Background: an optimization exercise with open tools, aiming at small area, a short achievable clock period and few clock cycles per item. Do not read the settings as production practice.
Where RTL was checked, it was by simulation tests only, not by an equivalence proof against the original.

==> v37: inputs <==
// oblv_ks
module oblv_ks (
  input             clk,
  input             rst_n,
  input             cmd_valid,
  output            cmd_ready,
  input             cmd_op,        
  input      [15:0] cmd_len,
  input      [31:0] cmd_iv,
  input             din_valid,
  output            din_ready,
  input      [7:0]  din,
  output            dout_valid,
  input             dout_ready,
  output     [7:0]  dout,
  output     [31:0] iv_out
);
Settings: LEC_CHECK=0, CAP_MARGIN=20, CELL_PAD_IN_SITES_DETAIL_PLACEMENT=1, CELL_PAD_IN_SITES_GLOBAL_PLACEMENT=2, CORE_MARGIN=2, CORE_UTILIZATION=25, PLACE_DENSITY=0.32, SETUP_SLACK_MARGIN=4, SLEW_MARGIN=20; clock period 9.0 ns.
standard.sh (not shown) runs the stock make flow with config.mk's settings and CLKGATE_MAP_FILE= SYNTH_SCRIPT=/design/flow/synth_recipe.tcl, a recipe that flattens the netlist after the stock synthesis.
==> flow/flow/run.sh <==
#!/bin/bash
# The standard layout (standard.sh), with one change in synthesis: abc maps
# with flow/abc_nf.script. Registers and everything after synthesis are as
# in the standard flow.
set -euo pipefail
HERE=$(pwd)
cat flow/abc_wrap.tcl synth_recipe.tcl > my_synth.tcl
export MY_ABC_SCRIPT=$HERE/flow/abc_nf.script
sed "s#SYNTH_SCRIPT=[^ ]*#SYNTH_SCRIPT=$HERE/my_synth.tcl#" standard.sh > my_standard.sh
bash my_standard.sh "$@" > make_flow.log 2>&1
==> flow/flow/abc_nf.script <==
strash
&get -n
&fraig -x
&put
scorr
dc2
strash
&get -n
&dch -f
&nf
&put
buffer -c
topo
stime -c
upsize -c
dnsize -c
==> flow/flow/abc_wrap.tcl <==
# Put before synth_recipe.tcl: abc maps with flow/abc_nf.script (area-oriented
# &nf mapping) instead of the ORFS script; everything else is unchanged.
proc abc {args} {
  set i [lsearch -exact $args -script]
  if {$i >= 0} {
    set args [lreplace $args $i [expr {$i + 1}] -script $::env(MY_ABC_SCRIPT)]
  }
  yosys abc {*}$args
}
==> inputs of v19, as changes to v37 <==
--- a/flow/design.v
+++ b/flow/design.v
@@ -478,12 +478,13 @@
   reg [31:0]  iv;            
   reg [31:0]  civ;           
   reg         ev;
   reg [1:0]   ev_step;
   reg [1:0]   ev_ph;
   reg [7:0]   ev_r;          
+  reg [7:0]   ev_n2;         
   reg [127:0] st;            
   reg [3:0]   rnd;           
   reg         e_act;         
   reg         e_tile;        
   reg         pend;          
   reg [15:0]  e_rem;         
@@ -504,42 +505,52 @@
   assign dout       = dout_r;
   assign iv_out     = iv;
   wire cmd_fire = cmd_valid && cmd_ready;
   wire din_fire = din_valid && din_ready;
   wire [127:0] t_ss    = sub_shift(st);
   wire         last_r  = (rnd == 4'd14);
+  wire         load_r  = (rnd == 4'd0) || last_r;
   wire [127:0] u_rnd   = mix_columns(t_ss) ^ round_key(rnd);
   wire [127:0] blk_in  = e_tile ? {civ, civ, civ, civ} : ks;
   wire ks_free   = !ks_v || (din_fire && bidx == ks_end);
   wire fin       = e_act && last_r && ks_free;
+  wire ks_far    = ks_v && bidx == 4'd0 && ks_end == 4'd15;
   wire chunk_end = e_first ? (e_blk == 7'd90) : (e_blk == 7'd91);
   wire        n_tile  = pend || chunk_end;
   wire [6:0]  n_blk   = n_tile ? 7'd0 : e_blk + 7'd1;
   wire        n_first = pend || (!chunk_end && e_first);
   wire        n_short = !n_first && n_blk == 7'd91;    
   wire [4:0]  n_lc    = n_short ? 5'd4 : 5'd16;
   wire        n_lastb = e_rem <= {11'd0, n_lc};
-  wire        go      = (pend && (!e_act || fin)) || (fin && e_rem != 16'd0);
+  wire        c_start = pend && (!e_act || fin);
+  wire        go      = (c_start || fin) && e_rem != 16'd0;
   always @(posedge clk) begin
-    if (!last_r)
-      st <= (rnd == 4'd0) ? blk_in ^ RK0 : u_rnd;
+    st <= load_r ? blk_in ^ RK0 : u_rnd;
     if (fin)
       ks <= t_ss ^ RK14;
   end
   always @(posedge clk) begin
     if (!rst_n) begin
       e_act <= 1'b0;
       pend  <= 1'b0;
       ks_v  <= 1'b0;
     end else begin
-      if (cmd_fire && cmd_op && cmd_len != 16'd0) begin
+      if (cmd_fire && cmd_op) begin
         pend  <= 1'b1;
         e_rem <= cmd_len;
       end
-      if (!last_r)
+      if (rnd == 4'd0) begin
+        if (e_act && !ks_far)
+          rnd <= 4'd1;
+      end else if (last_r) begin
+        rnd <= fin ? 4'd0 : 4'd1;
+      end else begin
         rnd <= rnd + 4'd1;
+      end
+      if (c_start)
+        pend <= 1'b0;
       if (fin) begin
         ks_end <= e_end;
         bidx   <= 4'd0;
         ks_v   <= 1'b1;
         e_act  <= 1'b0;
       end else if (din_fire) begin
@@ -550,63 +561,54 @@
       if (go) begin
         e_act   <= 1'b1;
         e_tile  <= n_tile;
         rnd     <= 4'd0;
         e_blk   <= n_blk;
         e_first <= n_first;
-        pend    <= 1'b0;
         if (n_lastb) begin
           e_end <= e_rem[3:0] - 4'd1;
           e_rem <= 16'd0;
         end else begin
           e_end <= n_lc[3:0] - 4'd1;
           e_rem <= e_rem - {11'd0, n_lc};
         end
       end
     end
   end
   wire [7:0] ev_x  = civ[8*ev_step +: 8];
   wire [7:0] ev_in = (ev_ph == 2'd0) ? iv[15:8] : (ev_ph == 2'd1) ? iv[31:24] : ev_x;
-  wire [7:0] ev_T  = iv_sbox(ev_in);
   wire [7:0] n0 = iv[7:0];
-  wire [7:0] n1 = iv[15:8] - (iv[23:16] ^ ev_T);
-  wire [7:0] n2 = (ev_r + ev_x) ^ iv[23:16];
-  wire [7:0] n3 = (iv[31:24] - n0) + ev_T;
-  wire [31:0] ev_w = {n3, n2, n1, n0};
+  wire [7:0] n1 = iv[15:8] - (iv[23:16] ^ ev_r);
+  wire [7:0] n3 = (iv[31:24] - n0) + ev_r;
+  wire [31:0] ev_w = {n3, ev_n2, n1, n0};
   always @(posedge clk) begin
     if (!rst_n) begin
       iv <= 32'h0;
       ev <= 1'b0;
-    end else if (cmd_fire) begin
-      if (cmd_op == 1'b0) begin
-        iv <= cmd_iv;
-      end else begin
-        civ     <= iv;
-        iv      <= SEED;
-        ev      <= 1'b1;
-        ev_step <= 2'd0;
-        ev_ph   <= 2'd0;
-      end
+    end else if (cmd_fire && !cmd_op) begin
+      iv <= cmd_iv;
+    end else if (c_start) begin
+      civ     <= iv;
+      iv      <= SEED;
+      ev      <= 1'b1;
+      ev_step <= 2'd0;
+      ev_ph   <= 2'd0;
     end else if (ev) begin
+      ev_ph <= ev_ph + 2'd1;
+      if (ev_ph != 2'd3)
+        ev_r <= iv_sbox(ev_in);
       case (ev_ph)
-        2'd0: begin
-          ev_r  <= ev_T;
-          ev_ph <= 2'd1;
-        end
-        2'd1: begin
-          iv[7:0] <= iv[7:0] + (ev_r - ev_x);
-          ev_r    <= ev_T;
-          ev_ph   <= 2'd2;
-        end
-        default: begin
+        2'd1: iv[7:0] <= iv[7:0] + (ev_r - ev_x);
+        2'd2: ev_n2 <= (ev_r + ev_x) ^ iv[23:16];
+        2'd3: begin
           iv      <= {ev_w[28:0], ev_w[31:29]};
-          ev_ph   <= 2'd0;
           ev_step <= ev_step + 2'd1;
           if (ev_step == 2'd3)
             ev <= 1'b0;
         end
+        default: ;
       endcase
     end
   end
   wire [7:0] ks_byte = ks[8*bidx +: 8];
   wire [7:0] x_byte  = din ^ ks_byte;
   always @(posedge clk) begin
==> flow/flow/abc_nf.script (replaced) <==
strash
dc2
dc2
strash
&get -n
&dch -f
&nf -R 1000
&put
buffer -c
topo
stime -c
upsize -c
dnsize -c
Settings changed: CELL_PAD_IN_SITES_DETAIL_PLACEMENT 1 to 0, CELL_PAD_IN_SITES_GLOBAL_PLACEMENT 2 to 1, CORE_UTILIZATION 25 to 55, PLACE_DENSITY 0.32 to 0.65, SETUP_SLACK_MARGIN 4 to 3.0.
==> inputs of v2, as changes to v37 <==
==> flow/run.sh (new file) <==
#!/bin/bash
# synth_recipe.tcl (not shown) runs the flow's synth.tcl, then flattens the netlist and writes it again
# the make line also repeats each setting of config.mk as NAME=value (left out here)
make -C /OpenROAD-flow-scripts/flow DESIGN_CONFIG=/design/flow/config.mk WORK_HOME=/design/flow/orfs CLKGATE_MAP_FILE= SYNTH_SCRIPT=/design/flow/synth_recipe.tcl finish
Settings changed: SETUP_SLACK_MARGIN 4 to default.
removed: flow/flow/run.sh
removed: flow/flow/abc_nf.script
removed: flow/flow/abc_wrap.tcl
removed: flow/standard.sh
==> notes.md <==
The highest clock-buffer cell count belongs to v37, the lowest to v19.
Cell count, lowest first: v19, v37, v2.
In v2 the via count is higher than in v19, by 58%.
Of v37 and v2, v2 has the higher clock skew (gap 16 ps).
Of v19 and v37, v37 has the higher non-clock buffer count (gap 964).
Critical path depth: v19 is higher than v2 (2).
Routed wire length: v19 < v37 < v2.
Against v2, the area after synthesis of v37 is lower by 26%.
Of v2 and v37, v2 has the higher synthesized cell count (gap 54%, measured against v37).
First-iteration DRC count, highest first: v19, v2, v37.
The highest die area belongs to v2, the lowest to v19.
Testbench counts of v19, summed over its fixed seeds: cycles 152,580, bytes 150,596.
The RTL of v37 and v2 was laid out without a check of its function.

[port drivers added, routing unchanged]
In the flow no input, the clock included, has a driving cell. The finished layouts below were timed again as built, in two steps. Step 1 (the two cells are an assumption about what drives the block):
set clk [get_ports {clk}]
set_driving_cell -lib_cell sky130_fd_sc_hd__clkbuf_16 $clk
set_driving_cell -lib_cell sky130_fd_sc_hd__buf_2 [delete_from_list [all_inputs] $clk]
Step 2 adds t to the input delays and takes it off the output delays; t is the mean of the earliest and latest rising clock arrival at the registers after step 1. Input paths then give back, and output paths get back, about the clock's delay inside the block. a / b / c = no drivers / after step 1 / after step 2; a / b = the first two.
run	t (ns)	setup WS [ns]	worst setup path after step 2	cell pins on the clock port's net
v37	0.756	3.138 / 3.138 / 3.138	register to register	1
v19	0.680	3.218 / 3.218 / 3.218	register to register	1
v2	0.762	0.243 / 0.243 / 0.243	register to register	1
After both steps setup and hold are still met in every run listed.
